This design comes from an exercise in tuning for small area, a short achievable clock period and few clock cycles on the open sky130 flow, not from production work. Where RTL was checked, it was by simulation tests only, not by an equivalence proof against the original. No activity file was given, so power comes from the tool's default toggle rates.

## nbc_stream_dec
module nbc_stream_dec (
    input  wire        clk,
    input  wire        rst,
    input  wire        cmd_valid,
    output wire        cmd_ready,
    input  wire [1:0]  cmd_mode,
    input  wire [63:0] cmd_acc,
    input  wire        in_valid,
    output wire        in_ready,
    input  wire [63:0] in_data,
    output reg         out_valid,
    input  wire        out_ready,
    output reg  [63:0] out_data,
    output reg         out_last
);
Settings: LEC_CHECK=0, CAP_MARGIN=20, CORE_MARGIN=2, CORE_UTILIZATION=45, SETUP_SLACK_MARGIN=5.0, SLEW_MARGIN=20, TNS_END_PERCENT=0; clock period 8.0 ns.
run.sh (not shown) runs the stock make flow with config.mk's settings and CLKGATE_MAP_FILE= SYNTH_SCRIPT=/design/flow/synth_recipe.tcl, a recipe that flattens the netlist after the stock synthesis.
The first run finished with timing, DRC and antenna clean.
Testbench counts at the start, summed over its fixed seeds: cycles 16,918.
Edit:
--- a/flow/config.mk
+++ b/flow/config.mk
@@ -8,6 +8,7 @@
 export CAP_MARGIN = 20
 export CORE_MARGIN = 2
-export CORE_UTILIZATION = 45
-export SETUP_SLACK_MARGIN = 5.0
+export CORE_UTILIZATION = 30
+export PLACE_DENSITY = 0.75
+export SETUP_SLACK_MARGIN = 4.5
 export SLEW_MARGIN = 20
-export TNS_END_PERCENT = 0
+export TNS_END_PERCENT = 10
Result: The changed run passed the timing, design-rule and antenna checks; worst hold slack hardly moves; fmax went down by a few percent; core utilization went down by 19 points.
Edit:
--- a/flow/config.mk
+++ b/flow/config.mk
@@ -8,7 +8,6 @@
 export CAP_MARGIN = 20
 export CORE_MARGIN = 2
-export CORE_UTILIZATION = 30
-export PLACE_DENSITY = 0.75
-export SETUP_SLACK_MARGIN = 4.5
+export CORE_UTILIZATION = 45
+export SETUP_SLACK_MARGIN = 4.9
 export SLEW_MARGIN = 20
 export TNS_END_PERCENT = 10
Non-clock buffer count came out higher by 84.
Worst hold slack stays flat.
Design area goes up by a few percent.
Edit:
--- a/flow/config.mk
+++ b/flow/config.mk
@@ -8,6 +8,7 @@
 export CAP_MARGIN = 20
 export CORE_MARGIN = 2
-export CORE_UTILIZATION = 45
-export SETUP_SLACK_MARGIN = 4.9
+export CORE_UTILIZATION = 30
+export CTS_BUF_LIST = sky130_fd_sc_hd__clkbuf_8
+export SETUP_SLACK_MARGIN = 4.5
 export SLEW_MARGIN = 20
 export TNS_END_PERCENT = 10
Outcome: Wire length went down slightly; clock skew is about the same; core utilization is lower by 20 points; non-clock buffer count drops by 78; sequential power barely changes; power is lower by a few percent; sequential share of layout area increases by 1.3 points.

---

The RTL this note starts from:
==> flow/design.v <==
module nbc_stream_dec (
    input  wire        clk,
    input  wire        rst,
    input  wire        cmd_valid,
    output wire        cmd_ready,
    input  wire [1:0]  cmd_mode,
    input  wire [63:0] cmd_acc,
    input  wire        in_valid,
    output wire        in_ready,
    input  wire [63:0] in_data,
    output reg         out_valid,
    input  wire        out_ready,
    output reg  [63:0] out_data,
    output reg         out_last
);
    localparam S_COUNT = 2'd0;    
    localparam S_SLOT  = 2'd1;    
    localparam S_HDR   = 2'd2;    
    localparam S_END   = 2'd3;    
    reg [1:0]   state;
    reg         have_cmd;
    reg         cmd_rdy;
    reg         m_acc;       
    reg         m_delta;     
    reg [31:0]  remain;      
    reg         rem_zero;    
    reg         rem_is1;     
    reg         rem_le1;     
    reg [4:0]   blk_n;
    reg [7:0]   blk_m;       
    reg         blk_pad;     
    reg [4:0]   blk_np;      
    reg [2:0]   idx;
    reg [4:0]   sm;          
    reg [4:0]   sc;          
    reg [63:0]  w0, w1, w2;
    reg [1:0]   wk;          
    reg         in_rdy;
    reg [4:0]   p;           
    reg         f_valid;
    reg         f_load;      
    reg         f_last;
    reg         f_acc;       
    reg         f_cy;        
    reg [63:0]  f;
    assign in_ready  = in_rdy;
    assign cmd_ready = cmd_rdy;
    wire go     = !out_valid || out_ready;   
    wire en1    = !f_valid || go;            
    wire cmd_go = cmd_valid && cmd_rdy;
    wire take   = in_valid && in_rdy;
    wire       drop  = p[4];                 
    wire [1:0] wk_e  = wk - {1'b0, drop};    
    wire       have1 = (wk_e != 2'd0);
    wire       have2 = wk_e[1];
    wire [127:0] win = drop ? {w2, w1} : {w1, w0};
    wire [63:0]  ext = win >> {p[3:0], 2'b00};
    wire [63:0] lo       = drop ? w1 : w0;
    wire [31:0] cnt      = lo[31:0];
    wire        cnt_zero = (cnt == 32'd0);
    wire [15:0] hdr     = (state == S_COUNT) ? lo[47:32] : ext[15:0];
    wire [4:0]  hdr_n   = hdr[4:0];
    wire [7:0]  hdr_m   = hdr[15:8];
    wire        hdr_pad = hdr_n[0] & (^hdr_m);
    reg  [63:0] smask;
    integer j;
    always @(*) begin
        for (j = 0; j < 16; j = j + 1)
            smask[4*j +: 4] = (j < sm) ? 4'hF : 4'h0;
    end
    wire        last    = (idx == 3'd7);
    wire [4:0]  tot_s   = {1'b0, p[3:0]} + sc;
    wire        avail_s = (sc == 5'd0) || have2 || (have1 && (tot_s <= 5'd16));
    wire        rest_unstored = (blk_n == 5'd0) || (&blk_m[7:1]);
    wire        fin     = rem_le1 && rest_unstored;
    wire [4:0]  tot_h   = {1'b0, p[3:0]} + 5'd4;
    wire        avail_h = have2 || (have1 && (tot_h <= 5'd16));
    reg [1:0]   state_n;
    reg         have_cmd_n, f_valid_n;
    reg [4:0]   p_n;
    reg         start, slot_go;
    always @(*) begin
        state_n    = state;
        have_cmd_n = have_cmd;
        f_valid_n  = f_valid && !go;
        p_n        = {1'b0, p[3:0]};
        start      = 1'b0;
        slot_go    = 1'b0;
        if (cmd_go) begin
            have_cmd_n = 1'b1;
            f_valid_n  = 1'b1;
        end
        if (en1) begin
            case (state)
                S_COUNT: begin
                    if ((have_cmd || cmd_go) && have1) begin
                        start      = 1'b1;
                        have_cmd_n = 1'b0;
                        if (!cnt_zero) begin
                            p_n     = 5'd12;
                            state_n = S_SLOT;
                        end else begin
                            p_n     = 5'd16;
                        end
                    end
                end
                S_SLOT: begin
                    if (avail_s) begin
                        slot_go = 1'b1;
                        if (!rem_zero)
                            f_valid_n = 1'b1;
                        if (fin) begin
                            p_n     = (tot_s == 5'd0) ? 5'd0 : 5'd16;
                            state_n = (tot_s > 5'd16) ? S_END : S_COUNT;
                        end else begin
                            p_n = tot_s;
                            if (last)
                                state_n = S_HDR;
                        end
                    end
                end
                S_HDR: begin
                    if (avail_h) begin
                        p_n     = tot_h;
                        state_n = S_SLOT;
                    end
                end
                S_END: begin
                    p_n     = 5'd16;
                    state_n = S_COUNT;
                end
            endcase
        end
    end
    wire [1:0] wk_n = wk_e + {1'b0, take};
    always @(posedge clk) begin
        if (drop) begin
            w0 <= w1;
            w1 <= w2;
        end
        if (take) begin
            if (wk_e == 2'd0) w0 <= in_data;
            if (wk_e == 2'd1) w1 <= in_data;
            if (wk_e == 2'd2) w2 <= in_data;
        end
    end
    always @(posedge clk) begin
        if (en1 && (state == S_SLOT || (state == S_COUNT && cmd_rdy))) begin
            f      <= (state == S_COUNT) ? cmd_acc : (ext & smask);
            f_load <= (state == S_COUNT);
            f_last <= rem_is1;
            f_acc  <= (state != S_COUNT) && m_acc;
            f_cy   <= (state != S_COUNT) && m_delta;
        end
        if (cmd_go) begin
            m_acc   <= (cmd_mode == 2'd1) || (cmd_mode == 2'd2);
            m_delta <= (cmd_mode == 2'd1);
        end
        if (start) begin
            remain  <= cnt;
            rem_is1 <= (cnt == 32'd1);
            rem_le1 <= (cnt[31:1] == 31'd0);
        end
        if (slot_go && !rem_zero) begin
            remain  <= remain - 32'd1;
            rem_is1 <= (remain == 32'd2);
            rem_le1 <= (remain[31:2] == 30'd0) && !(remain[1] && remain[0]);
        end
        if (en1 && (state == S_COUNT || state == S_HDR)) begin
            blk_n   <= hdr_n;
            blk_m   <= hdr_m;
            blk_pad <= hdr_pad;
            blk_np  <= hdr_n + {4'd0, hdr_pad};
            idx     <= 3'd0;
            sm      <= hdr_m[0] ? 5'd0 : hdr_n;
            sc      <= hdr_m[0] ? 5'd0 : hdr_n;
        end
        if (slot_go) begin
            idx   <= idx + 3'd1;
            blk_m <= {1'b1, blk_m[7:1]};
            sm    <= blk_m[1] ? 5'd0 : blk_n;
            if (idx == 3'd6)
                sc <= blk_m[1] ? {4'd0, blk_pad} : blk_np;
            else
                sc <= blk_m[1] ? 5'd0 : blk_n;
        end
        if (rst) begin
            state    <= S_COUNT;
            have_cmd <= 1'b0;
            cmd_rdy  <= 1'b1;
            f_valid  <= 1'b0;
            p        <= 5'd0;
            wk       <= 2'd0;
            in_rdy   <= 1'b1;
            rem_zero <= 1'b1;
        end else begin
            state    <= state_n;
            have_cmd <= have_cmd_n;
            cmd_rdy  <= (state_n == S_COUNT) && !have_cmd_n && !f_valid_n;
            f_valid  <= f_valid_n;
            p        <= p_n;
            wk       <= wk_n;
            in_rdy   <= (wk_n != 2'd3) || p_n[4];
            if (start)
                rem_zero <= cnt_zero;
            else if (slot_go && !rem_zero)
                rem_zero <= rem_is1;
        end
    end
    wire [63:0] a  = out_data & {64{f_acc}};
    wire [63:0] hp = a ^ f;
    wire [63:0] hg = out_data & f & {64{f_cy}};
    reg  [63:0] pg, pp;
    integer l, i;
    always @(*) begin
        pg = hg;
        pp = hp;
        for (l = 0; l < 6; l = l + 1)
            for (i = 0; i < 64; i = i + 1)
                if ((i >> l) & 1) begin
                    pg[i] = pg[i] | (pp[i] & pg[((i >> l) << l) - 1]);
                    pp[i] = pp[i] & pp[((i >> l) << l) - 1];
                end
    end
    wire [63:0] sink = hp ^ {pg[62:0], 1'b0};
    always @(posedge clk) begin
        if (rst) begin
            out_valid <= 1'b0;
        end else if (go) begin
            out_valid <= f_valid && !f_load;
            if (f_valid) begin
                out_data <= sink;
                out_last <= f_last;
            end
        end
    end
endmodule
Settings: LEC_CHECK=0, CAP_MARGIN=20, CORE_MARGIN=2, CORE_UTILIZATION=30, SETUP_SLACK_MARGIN=4.5, SLEW_MARGIN=20; clock period 8.0 ns.
Rerun with:
CORE_UTILIZATION = 50   (was 30)
SETUP_SLACK_MARGIN = 5   (was 4.5)
The new run completed with no timing, DRC or antenna violations.
Final area rises by a few percent.
Combinational power rises by roughly a tenth.
Routed wire length is higher by a few percent.
Maximum frequency came out higher slightly.
Clock-buffer cell count drops by 3.
Flip-flop and latch count is unchanged.
Setup slack gains 0.065 ns.
Clock power increases by a few percent.
Final cell count shrinks by a little under a tenth.
No functional check of the RTL was part of any run of this note.

static timing again, ports no longer ideal:
The flow's constraints put no driver on any port. The routed layouts listed below were extracted and timed again, unchanged, in two steps.
Step 1 (the two cells are an assumption about what drives the block):
set clk [get_ports {clk}]
set_driving_cell -lib_cell sky130_fd_sc_hd__clkbuf_16 $clk
set_driving_cell -lib_cell sky130_fd_sc_hd__buf_2 [delete_from_list [all_inputs] $clk]
Step 2 moves the port delays by t, midway between the first and last clock arrival at a register: inputs arrive t later, outputs are due t later. That takes back most of the time a late clock gives input paths.
a / b / c = ideal ports / drivers / drivers and shift; a / b = the first two.
| run | t, ns | setup WS [ns] | worst hold slack (ns) | worst data-port slew with drivers (ns) | pins driven straight from the clock port |
|---|---|---|---|---|---|
| the first run of note 1 | 0.650 | 4.631 / 4.631 / 4.214 | 0.422 / 0.422 / 0.422 | 0.08 | 1 |
| the second run of note 1 | 0.629 | 4.469 / 4.469 / 4.149 | 0.422 / 0.422 / 0.422 | 0.16 | 1 |
| the third run of note 1 | 0.669 | 4.684 / 4.614 / 4.280 | 0.424 / 0.424 / 0.424 | 0.10 | 1 |
| the fourth run of note 1 | 0.724 | 4.487 / 4.487 / 4.127 | 0.420 / 0.420 / 0.420 | 0.10 | 1 |
| the first run of note 2 | 0.657 | 4.328 / 4.328 / 4.016 | 0.428 / 0.428 / 0.428 | 0.07 | 1 |
| the second run of note 2 | 0.667 | 4.394 / 4.394 / 4.287 | 0.428 / 0.428 / 0.428 | 0.09 | 1 |
After both steps setup and hold are still met in every run listed. The setup slack of the first run of note 1, which loses most, moves by 0.000 ns with the drivers and by -0.417 ns with both steps.
